This design comes from an exercise in tuning for small area, a short achievable clock period and few clock cycles on the open sky130 flow, not from production work. RTL that was checked went through simulation tests only; none was proved equivalent to the original. Power figures rest on the tool's default switching activity, not on a simulated workload.

## tape_core
module tape_core (
    input  wire        clk,
    input  wire        rst,             
    input  wire        ld_tape,         
    input  wire        ld_exp,          
    input  wire        ld_plen,         
    input  wire        ld_elen,         
    input  wire [3:0]  ld_addr,
    input  wire [4:0]  ld_data,
    input  wire        launch,
    input  wire        launch_mode,     
    input  wire [63:0] launch_a,
    input  wire [63:0] launch_b,
    input  wire [63:0] launch_c,
    output reg  [2:0]  status,
    output reg  [1:0]  result,
    output reg  [2:0]  cause,
    output reg  [4:0]  epc,
    output reg  [5:0]  einsn,
    output reg  [15:0] ocnt,
    output reg  [4:0]  ip,
    output reg  [63:0] reg_a,
    output reg  [63:0] reg_b,
    output reg  [63:0] reg_c,
    output reg         emit_valid,
    output wire [15:0] emit_index,
    output reg  [2:0]  emit_digit
);
    localparam ST_IDLE    = 3'd0;
    localparam ST_RUNNING = 3'd1;
    localparam ST_HALTED  = 3'd2;
  ...
Size: ~4300 cells after synthesis, about 460 I/O pins.
Settings: LEC_CHECK=0, CAP_MARGIN=20, CORE_MARGIN=2, CORE_UTILIZATION=40, SETUP_SLACK_MARGIN=4.5, SLEW_MARGIN=20; clock period 9.0 ns.
standard.sh (not shown) runs the stock make flow with config.mk's settings and CLKGATE_MAP_FILE= SYNTH_SCRIPT=/design/flow/synth_recipe.tcl, a recipe that flattens the netlist after the stock synthesis.
==> flow/flow/run.sh <==
#!/bin/bash
# The standard layout, with plain buffers (buf_1) on the ports in place of
# the delay buffers buffer_ports picks by default. Every tool's output goes
# to a log in this folder (and ORFS's own logs under orfs/logs).
set -euo pipefail
bash standard.sh "BUFFER_PORTS_ARGS=-buffer_cell sky130_fd_sc_hd__buf_1" finish > standard_flow.log 2>&1
Testbench counts at the start, summed over its fixed seeds: cycles 30,018.
==> next run, changes <==
--- a/flow/design.v
+++ b/flow/design.v
@@ -358,54 +358,41 @@
             vv[1] = !p[0] && ({1'b0, p} + 6'd5 < {1'b0, plen});
         end
     endfunction
     wire [1:0] v_ip2 = vv(ip2), v_ip4 = vv(ip4), v_ip6 = vv(ip6);
     wire [1:0] v_r0 = {vt2[r0], vt1[r0]};
     wire [1:0] v_r1 = {vt2[r1], vt1[r1]};
     wire [1:0] v_r2 = {vt2[r2], vt1[r2]};
     wire [2:0]  qq   = ip[3:1];
     wire [5:0]  p3   = pair(qq + 3'd3);
     wire [5:0]  p4   = pair(qq + 3'd4);
     wire [5:0]  p5   = pair(qq + 3'd5);
-    function [17:0] wtarget;
-        input [2:0] t;
-        wtarget = {pair({1'b0, t[2:1]}), pair({1'b0, t[2:1]} + 3'd1),
-                   pair({1'b0, t[2:1]} + 3'd2)};
-    endfunction
-    wire [17:0] w_t0 = wtarget(r0), w_t1 = wtarget(r1), w_t2 = wtarget(r2);
+    wire [2:0]  jt   = jmp0 ? r0 : jmp1 ? r1 : r2;
+    wire [1:0]  jq   = jt[2:1];
+    wire [17:0] w_jt = {pair({1'b0, jq}), pair({1'b0, jq} + 3'd1), pair({1'b0, jq} + 3'd2)};
     wire [17:0] w_a1 = {w1, w2, p3};
     wire [17:0] w_a2 = {w2, p3, p4};
     wire [17:0] w_a3 = {p3, p4, p5};
+    wire [1:0]  v_jt   = jmp0 ? v_r0 : jmp1 ? v_r1 : v_r2;
     wire [5:0]  s0_a1  = slot0(w_a1, ip[0]);
     wire [5:0]  s0_a2  = slot0(w_a2, ip[0]);
     wire [5:0]  s0_a3  = slot0(w_a3, ip[0]);
-    wire [5:0]  s0_t0  = slot0(w_t0, r0[0]);
-    wire [5:0]  s0_t1  = slot0(w_t1, r1[0]);
-    wire [5:0]  s0_t2  = slot0(w_t2, r2[0]);
+    wire [5:0]  s0_jt  = slot0(w_jt, jt[0]);
     wire        ps_a1  = pstatic(s0_a1, w_a1[11:6], v_ip2[0]);
     wire        ps_a2  = pstatic(s0_a2, w_a2[11:6], v_ip4[0]);
     wire        ps_a3  = pstatic(s0_a3, w_a3[11:6], v_ip6[0]);
-    wire        ps_t0  = pstatic(s0_t0, w_t0[11:6], v_r0[0]);
-    wire        ps_t1  = pstatic(s0_t1, w_t1[11:6], v_r1[0]);
-    wire        ps_t2  = pstatic(s0_t2, w_t2[11:6], v_r2[0]);
+    wire        ps_jt  = pstatic(s0_jt, w_jt[11:6], v_jt[0]);
     wire [8:0]  kd_a1  = kdec(s0_a1, w_a1[11:6]);
     wire [8:0]  kd_a2  = kdec(s0_a2, w_a2[11:6]);
     wire [8:0]  kd_a3  = kdec(s0_a3, w_a3[11:6]);
-    wire [8:0]  kd_t0  = kdec(s0_t0, w_t0[11:6]);
-    wire [8:0]  kd_t1  = kdec(s0_t1, w_t1[11:6]);
-    wire [8:0]  kd_t2  = kdec(s0_t2, w_t2[11:6]);
-    wire [17:0] w_jt   = jmp0 ? w_t0  : jmp1 ? w_t1  : w_t2;
-    wire [5:0]  s0_jt  = jmp0 ? s0_t0 : jmp1 ? s0_t1 : s0_t2;
-    wire        ps_jt  = jmp0 ? ps_t0 : jmp1 ? ps_t1 : ps_t2;
-    wire [8:0]  kd_jt  = jmp0 ? kd_t0 : jmp1 ? kd_t1 : kd_t2;
-    wire [1:0]  v_jt   = jmp0 ? v_r0  : jmp1 ? v_r1  : v_r2;
+    wire [8:0]  kd_jt  = kdec(s0_jt, w_jt[11:6]);
     reg  [4:0]  nip;
     reg         halt_next;
     reg  [1:0]  v_next;
     reg  [1:0]  nsel;      
     always @(*) begin
         if (jmp0) begin
             nip = nz_a ? {2'b00, r0} : ip2;       halt_next = nz_a ? h_r0 : h_ip2;
             nsel = nz_a ? 2'd3 : 2'd0;
         end else if (!issue1) begin
             nip = ip2;                            halt_next = h_ip2;
             nsel = 2'd0;
=> The changed run went through all stages and came out clean. Via count drops by 6.5%. Design area came out lower by 6.4%. Synthesized cell count drops by 5.3%. Worst hold slack got worse by 0.010 ns. Setup slack gets better by 0.11 ns. Utilization rises by 0.65 points. Power grows by 3.4%. Sequential power goes down by about 4%. Global-route usage goes down by 1.0 points. Count of clock-buffer cells in the layout went up by 4. Wire length went down by 10%.
Testbench counts after the change, summed over its fixed seeds: cycles 30,018.

---

== job 101 ==
tape_core, a different RTL version from the one above (not shown whole).
Settings: LEC_CHECK=0, CAP_MARGIN=20, CORE_MARGIN=2, CORE_UTILIZATION=40, SETUP_SLACK_MARGIN=4.5, SLEW_MARGIN=20; clock period 9.0 ns.
run.sh (not shown) runs the stock make flow with config.mk's settings and CLKGATE_MAP_FILE= SYNTH_SCRIPT=/design/flow/synth_recipe.tcl, a recipe that flattens the netlist after the stock synthesis.
Stock flow here: none of the scripts above is used.
Here is what was changed in the inputs of job 102 compared with job 101.
-- flow/design.v --
<<< job 101, line 24
    output reg  [63:0] reg_c,
    output reg         emit_valid,
    output reg  [15:0] emit_index,
    output reg  [2:0]  emit_digit
);
>>> job 102, line 24
    output reg  [63:0] reg_c,
    output reg         emit_valid,
    output wire [15:0] emit_index,
    output reg  [2:0]  emit_digit
);
<<< job 101, line 191
    wire [2:0]  d_lo   = a_lsh[2:0];
    wire        nz_q   = (reg_a[63:6] != 58'd0) || (a_lsh != 6'd0);
    wire sm_a = (reg_a[63:3] == 61'd0);
    wire sm_b = (reg_b[63:3] == 61'd0);
    wire sm_c = (reg_c[63:3] == 61'd0);
    reg  small_k;
    always @(*) begin
>>> job 102, line 191
    wire [2:0]  d_lo   = a_lsh[2:0];
    wire        nz_q   = (reg_a[63:6] != 58'd0) || (a_lsh != 6'd0);
    reg  sm_a, sm_b, sm_c;
    reg  small_k;
    always @(*) begin
<<< job 101, line 318
    wire [2:0]  edig   = ({3{dD}} & d_lo) ^ ({3{dB}} & b_lo) ^
                         ({3{dC}} & c_lo) ^ ({3{dA}} & a_lo) ^ dL;
    wire emitted = !micro && (emit0 || (issue1 && emit1));
    wire [15:0] ocnt_p1 = ocnt + 16'd1;
>>> job 102, line 316
    wire [2:0]  edig   = ({3{dD}} & d_lo) ^ ({3{dB}} & b_lo) ^
                         ({3{dC}} & c_lo) ^ ({3{dA}} & a_lo) ^ dL;
    assign emit_index = ocnt - {15'd0, emit_valid};
    wire emitted = !micro && (emit0 || (issue1 && emit1));
    wire [15:0] ocnt_p1 = ocnt + 16'd1;
<<< job 101, line 433
            ip         <= 5'd0;
            reg_a      <= 64'd0;
            reg_b      <= 64'd0;
            reg_c      <= 64'd0;
>>> job 102, line 432
            ip         <= 5'd0;
            reg_a      <= 64'd0;
            sm_a       <= 1'b1;
            sm_b       <= 1'b1;
            sm_c       <= 1'b1;
            reg_b      <= 64'd0;
            reg_c      <= 64'd0;
<<< job 101, line 439
            mode       <= 1'b0;
            emit_valid <= 1'b0;
            emit_index <= 16'd0;
            emit_digit <= 3'd0;
        end else begin
>>> job 102, line 441
            mode       <= 1'b0;
            emit_valid <= 1'b0;
            emit_digit <= 3'd0;
        end else begin
<<< job 101, line 448
                if (launch) begin
                    reg_a  <= launch_a;
                    reg_b  <= launch_b;
                    reg_c  <= launch_c;
>>> job 102, line 449
                if (launch) begin
                    reg_a  <= launch_a;
                    sm_a   <= (launch_a[63:3] == 61'd0);
                    sm_b   <= (launch_b[63:3] == 61'd0);
                    sm_c   <= (launch_c[63:3] == 61'd0);
                    reg_b  <= launch_b;
                    reg_c  <= launch_c;
<<< job 101, line 475
            end else if (micro) begin
                if (wrA && micro_wr) reg_a <= dres;
                if (wrB && micro_wr) reg_b <= b_new;
                if (wrC && micro_wr) reg_c <= dres;
>>> job 102, line 479
            end else if (micro) begin
                if (wrA && micro_wr) reg_a <= dres;
                if (wrB && micro_wr) sm_b <= 1'b0;
                if (wrC && micro_wr) sm_c <= 1'b0;
                if (wrB && micro_wr) reg_b <= b_new;
                if (wrC && micro_wr) reg_c <= dres;
<<< job 101, line 519
            end else begin
                if (wrA && !abort0) reg_a <= dres;
                if (wrB && !abort0) reg_b <= b_new;
                if (wrC && !abort0) reg_c <= dres;
>>> job 102, line 525
            end else begin
                if (wrA && !abort0) reg_a <= dres;
                if (wrB && !abort0) sm_b <= (!hB || sm_b) && (!hC || sm_c) && (!hD || sm_a);
                if (wrC && !abort0) sm_c <= sm_a;
                if (wrB && !abort0) reg_b <= b_new;
                if (wrC && !abort0) reg_c <= dres;
<<< job 101, line 524
                if (emitted) begin
                    emit_valid <= 1'b1;
                    emit_index <= ocnt;
                    emit_digit <= edig;
                end
>>> job 102, line 532
                if (emitted) begin
                    emit_valid <= 1'b1;
                    emit_digit <= edig;
                end
### Flow results
Job 102 finished every step from synthesis to the final layout, and the layout passed the timing, design-rule and antenna checks. The sequential share of layout area number comes out higher for job 101 vs job 102. Going from job 101 to job 102, the die area was enlarged. The core of job 102 is less densely filled than that of job 101. Total standard cell area after synthesis, job 102 vs job 101: up by a few percent. reg_b[18] as the launch point of the critical path was reported by job 101, and s0[5] by job 102. Job 102 against job 101: setup slack moved up, number of flip-flops and latches saw a decrease, final-layout clock buffer total grew by 20%, synthesized cell count increased by 8.1% relative to the old numbers, non-clock buffer count now smaller. Job 102 vs. job 101: area of combinational cells with multiple inputs went up, clock period minus worst slack went down, wire length the detailed router placed on met1 went up.
Testbench counts of job 102, summed over its fixed seeds: cycles 30,018.
Only the layout flow was run in job 101; the RTL was not checked for function there.

re-timing with driven ports:
No port has a modelled driver above. Below, the same layouts with a new extraction and two added sets of constraints.
Step 1: set_driving_cell puts a clkbuf_16 on clk and a buf_2 on each other input, an assumption about the parent block.
Step 2 moves the port delays by t, midway between the first and last clock arrival at a register: inputs arrive t later, outputs are due t later. That takes back most of the time a late clock gives input paths.
a / b / c = ideal ports / drivers / drivers and shift; a / b = the first two.
| run | t, ns | setup slack, ns | worst hold slack (ns) | clock arrival spread, ns | worst slew at a driven data input, ns |
|---|---|---|---|---|---|
| the first run of note 1 | 0.699 | 4.392 / 4.392 / 4.217 | 0.468 / 0.468 / 0.468 | 0.047 / 0.047 | 0.18 |
| the second run of note 1 | 0.685 | 4.504 / 4.504 / 4.063 | 0.458 / 0.458 / 0.458 | 0.032 / 0.032 | 0.12 |
| job 101 | 0.679 | 4.007 / 4.007 / 4.007 | 0.455 / 0.455 / 0.455 | 0.047 / 0.046 | 0.12 |
| job 102 | 0.673 | 4.454 / 4.454 / 3.966 | 0.473 / 0.473 / 0.473 | 0.025 / 0.025 | 0.13 |
After both steps setup and hold are still met in every run listed. The setup slack of job 102, which loses most, moves by 0.000 ns with the drivers and by -0.488 ns with both steps.
